This design comes from an exercise in tuning for small area, a short achievable clock period and few clock cycles per item on the open sky130 flow, not from production work.
Only simulation tests tie the RTL to the original design; equivalence was not proved.
Power and IR drop assume default switching activity.

===== design.v =====
`timescale 1ns/1ps
module s8b_decoder (
    input  wire        clk,
    input  wire        rst,
    input  wire        in_valid,
    output wire        in_ready,
    input  wire [63:0] in_word,
    output wire        out_valid,
    input  wire        out_ready,
    output wire [31:0] out_data,
    output wire        out_last,
    output wire [5:0]  out_width,
    output wire        err
);
    localparam S_LOAD   = 1'b0,
               S_UNPACK = 1'b1;
    function [6:0] s8b_n;
        input [3:0] s;
        case (s)
            4'd2:  s8b_n = 7'd60;
            4'd3:  s8b_n = 7'd30;
            4'd4:  s8b_n = 7'd20;
            4'd5:  s8b_n = 7'd15;
            4'd6:  s8b_n = 7'd12;
            4'd7:  s8b_n = 7'd10;
            4'd8:  s8b_n = 7'd8;
            4'd9:  s8b_n = 7'd7;
            4'd10: s8b_n = 7'd6;
            4'd11: s8b_n = 7'd5;
            4'd12: s8b_n = 7'd4;
            4'd13: s8b_n = 7'd3;
            4'd14: s8b_n = 7'd2;
            default: s8b_n = 7'd1;
        endcase
    endfunction
    function [5:0] s8b_b;
        input [3:0] s;
        case (s)
            4'd2:  s8b_b = 6'd1;
            4'd3:  s8b_b = 6'd2;
            4'd4:  s8b_b = 6'd3;
            4'd5:  s8b_b = 6'd4;
            4'd6:  s8b_b = 6'd5;
            4'd7:  s8b_b = 6'd6;
            4'd8:  s8b_b = 6'd7;
            4'd9:  s8b_b = 6'd8;
            4'd10: s8b_b = 6'd10;
            4'd11: s8b_b = 6'd12;
            4'd12: s8b_b = 6'd15;
            4'd13: s8b_b = 6'd20;
            4'd14: s8b_b = 6'd30;
            default: s8b_b = 6'd60;
        endcase
    endfunction
    reg        state;
    reg        err_r;
    reg [63:0] word_r;
    reg [6:0]  k;             
    reg [6:0]  m_r;           
    reg [6:0]  pos_in_blk;    
    reg [5:0]  maxw;          
    wire [3:0] in_sel  = in_word[63:60];
    wire       in_bad  = (in_sel < 4'd2) ||
                         (in_sel == 4'd15 && in_word[59:32] != 28'd0);
    wire [7:0] rem     = 8'd128 - {1'b0, pos_in_blk};
    wire [6:0] in_n    = s8b_n(in_sel);
    wire [6:0] in_m    = ({1'b0, in_n} < rem) ? in_n : rem[6:0];
    wire [3:0]  sel   = word_r[63:60];
    wire [5:0]  b     = s8b_b(sel);
    wire [12:0] shamt = k * b;
    wire [59:0] field = word_r[59:0] >> shamt;
    wire [59:0] mask  = (60'd1 << b) - 60'd1;
    wire [59:0] value = field & mask;
    wire [5:0]  wmax  = (b > maxw) ? b : maxw;
    assign in_ready  = (state == S_LOAD) || err_r;
    assign out_valid = (state == S_UNPACK) && !err_r;
    assign out_data  = value[31:0];
    assign out_last  = (pos_in_blk == 7'd127);
    assign out_width = wmax;
    assign err       = err_r;
    wire take = in_valid && in_ready;
    wire give = out_valid && out_ready;
    always @(posedge clk) begin
        if (rst) begin
            state      <= S_LOAD;
            err_r      <= 1'b0;
            word_r     <= 64'd0;
            k          <= 7'd0;
            m_r        <= 7'd0;
            pos_in_blk <= 7'd0;
            maxw       <= 6'd0;
        end else if (!err_r) begin
            case (state)
                S_LOAD: begin
                    if (take) begin
                        if (in_bad) begin
                            err_r <= 1'b1;
                        end else begin
                            word_r <= in_word;
                            k      <= 7'd0;
                            m_r    <= in_m;
                            state  <= S_UNPACK;
                        end
                    end
                end
                S_UNPACK: begin
                    if (give) begin
                        k          <= k + 7'd1;
                        pos_in_blk <= pos_in_blk + 7'd1;    
                        if (pos_in_blk == 7'd127)
                            maxw <= 6'd0;
                        else
                            maxw <= wmax;
                        if (k + 7'd1 == m_r)
                            state <= S_LOAD;
                    end
                end
            endcase
        end
    end
endmodule

===== run.sh =====
#!/bin/bash
# synth_recipe.tcl (not shown) runs the flow's synth.tcl, then flattens the netlist and writes it again
# the make line also repeats each setting of config.mk as NAME=value (left out here)
make -C /OpenROAD-flow-scripts/flow DESIGN_CONFIG=/design/flow/config.mk WORK_HOME=/design/flow/orfs CLKGATE_MAP_FILE= SYNTH_SCRIPT=/design/flow/synth_recipe.tcl finish

===== config.mk =====
export PLATFORM = sky130hd
export DESIGN_NAME = s8b_decoder
export DESIGN_NICKNAME = s8b_decoder
export VERILOG_FILES = /design/flow/design.v
export SDC_FILE = /design/flow/constraint.sdc
export NUM_CORES = 4
export LEC_CHECK = 0
export CAP_MARGIN = 20
export CORE_MARGIN = 2
export CORE_UTILIZATION = 40
export SLEW_MARGIN = 20

===== constraint.sdc =====
create_clock -name core_clock -period 7.5 [get_ports {clk}]
set_input_delay 1.5000 -clock core_clock [delete_from_list [all_inputs] [get_ports {clk}]]
set_output_delay 1.5000 -clock core_clock [all_outputs]
set_load 0.01 [all_outputs]

==> results.json <==
{
  "layoutNonFillerInstCount": 1647,
  "fin_skew_ps": 10.3,
  "required_ps": 6000,
  "final_cell_area_um2": 11700,
  "powerDensity_nw_per_um2": 155,
  "critical_path.endpoint_type": "primary output",
  "tns_ps": 0,
  "synthFlopType": "dfxtp_1",
  "syn_area_um2": 10200,
  "place_area_um2": 11400,
  "peakVddDrop_mv": 0.109,
  "dp_hpwl_um": 22800,
  "final_cell_mix": "198 x nand2_1, 143 x mux2i_1, 114 x a21oi_1, 108 x clkdlybuf4s50_1, 95 x dfxtp_1",
  "fin_crit_sh_pct": 95.1,
  "start_util_pct": 40.6,
  "fin_crit_ps": 7130,
  "status": "complete, no violations",
  "crit_path_start_kind": "register",
  "relSlewSlack_pct": 29.9,
  "arrival_ps": 5630,
  "die_y_um": 163,
  "first_iter_violations": 1052,
  "seq_area_frac_synth_pct": 19.5,
  "final_common_cell": "nand2_1",
  "dp_cells": 1631,
  "ys_warn_count": 1,
  "leakagePower_nw": 4.24,
  "grt_first_pass_wirelength_um": 47500,
  "rsz0062_at_grt": "false",
  "grt_usage_pct": 22.2,
  "ant_nets": 0,
  "synth.avg_cell_area_um2": 7.90,
  "io-pin-count": 110,
  "n_antenna_cell": 0,
  "final_max_slew_viol_count": 0,
  "viasPerCell": 5.78,
  "ctsHoldBuffers": 0,
  "cts_tree": "built",
  "wl_per_cell_um": 18.0,
  "clock_sinks": 99,
  "clk_path_buf_depth": 2,
  "dieArea_um2": 26700,
  "fmax_mhz": 140,
  "grt_pass1_vias": 8681,
  "async_flop_share_pct": 0,
  "fin_util_pct": 46.8,
  "cts_root_buf": "clkbuf_16",
  "synthDistinctLibCells": 66,
  "firstDrtPassIters": 5,
  "synthCells": 1285,
  "fill_cells": 2513,
  "crit_type": "reg -> out",
  "core.rowCount": 58,
  "antenna_found_initial": 0,
  "cts_made_buffers": 9,
  "dr_total_vias": 9523,
  "wirelength_um": 29600,
  "htree_levels": 3,
  "synth_edf_count": 0,
  "area_growth_pct": 15.2,
  "tightest_slew_ps": 1040,
  "grt-ovfl-total": 0,
  "hold_viol_final": 0,
  "core_um2": 25000,
  "portBuffers": 109,
  "min_path_type": "reg -> reg",
  "drive_gt1_share_pct": 7.97,
  "setup_viol": 0,
  "cap_viol_max_count": 0,
  "die_w_um": 163,
  "gp_congestion": 0.979,
  "drc": 0,
  "syn_nets": 1418,
  "crit_path_max_fanout": 31,
  "ys_ff_latch": 99,
  "final_nets": 1445,
  "path_clk_slew_ps": 70,
  "grt_start_max_net_pins": 82,
  "clock_latency_ps": 360
}
[path summary, 6_finish.rpt]
kind / start / endpoint / slack, ps / cells past startpoint
setup / recovery: k[3] / out_data[9] / 370 / 16
hold / removal: word_r[0] / word_r[0] / 460 / 2
setup reg to reg: b[0] / maxw[0] / 3900 / 11
hold reg to reg: word_r[0] / word_r[0] / 460 / 2
[cells in the mapped netlist (14+ instances only)]
cell	instances	area [µm²]
a211oi_1	55	413
a21oi_1	114	571
and2_1	43	269
buf_1	15	56.3
clkbuf_1	77	289
dfxtp_1	99	1980
fa_1	21	420
ha_1	44	551
inv_1	55	206
mux2i_1	143	1430
mux4_2	30	676
nand2_1	199	747
nand3_1	25	125
nor2_1	48	180
nor2b_1	22	138
nor3_1	28	140
nor4_1	15	93.8
o21ai_0	52	260
xnor2_1	14	123
[cells by family after synthesis]
logic type,count (synthesis),synth area share (%)
AOI/OAI and AO/OA,313,19.9
xor gates and xnor gates,27,2.33
adders and majority gates,65,9.56
buffers and inverters,169,6.94
DFF,99,19.5
muxes,182,21.7
and+or+nand+nor,430,20.0
[registers in the layout, indices dropped and copies added (netlist names)]
signal      count
state           1
pos_in_blk      7
b               6
word_r         64
maxw            6
m_r             7
err_r           1
k               7
[layer usage]
metal | global-route usage [%] | up-vias | wire length, µm
met5 | 0 | - | 0
met4 | 6.68 | 0 | 601
met3 | 2.16 | 33 | 1840
met2 | 31.6 | 331 | 12400
met1 | 34.8 | 4492 | 14800
li1 | - | 4667 | -
[final cells by class]
class / count / area (µm²) / share of cell area [%]
multi-input cells: 1017 / 7530 / 64.3
flip-flops and latches: 99 / 1990 / 17.0
repair buffers: 129 / 1240 / 10.6
well taps: 330 / 413 / 3.53
clock buffers: 9 / 225 / 1.92
inverters: 56 / 210 / 1.80
clock inverters: 7 / 98.8 / 0.844
[per-stage QoR]
step           power [mW]  worst slack [ps]  hold WS (ps)
2_1_floorplan        1.05               723           436
6_report             1.81               366           459
3_5_place_dp         1.31               635           453
3_3_place_gp         1.31               762           447
5_1_grt              1.91              18.8           493
4_1_cts              1.81               234           463
[worst max-delay path: stages, from the launching register on]
cell and delay, ps:
dfxtp_1 420, and2_1 210, fa_1 530, inv_1 50, fa_1 460, fa_1 550, inv_1 40, ha_2 410
a21oi_1 150, o21a_1 240, o22ai_1 150, mux2_2 350, nor3_1 300, nand2b_1 90, buf_4 240, nor4_1 440
clkdlybuf4s50_1 620
[where the power goes]
| group | switching (mW) | internal [mW] |
|---|---|---|
| registers | 0.0459 | 0.564 |
| logic | 0.396 | 0.305 |
| clock network | 0.207 | 0.294 |
[timing repair]
item                                    CTS  global route
endpoints found under the setup margin    0            14
setup buffers                             0             0
resized for setup                         0             8
Testbench counts, summed over its fixed seeds: cycles 27,688, items 24,576.

## separate check: timing with driven ports
Ports are ideal in the flow. The routed layout listed here was re-timed in OpenROAD.
Step 1: set_driving_cell puts a clkbuf_16 on clk and a buf_2 on each other input, an assumption about the parent block.
Step 2 also shifts input and output timing later by t, the mid clock arrival at the registers, as if the neighbouring blocks saw the same clock.
Slacks: no drivers / after step 1 / after step 2; pairs: no drivers / after step 1.
t (ns): 0.397
slack for setup (ns): 0.366 / 0.320 / 0.717
hold WS [ns]: 0.459 / 0.459 / 0.459
After both steps this run still meets setup and hold. For this run, drivers alone change the setup slack by -0.046 ns; drivers and shift together by +0.351 ns.
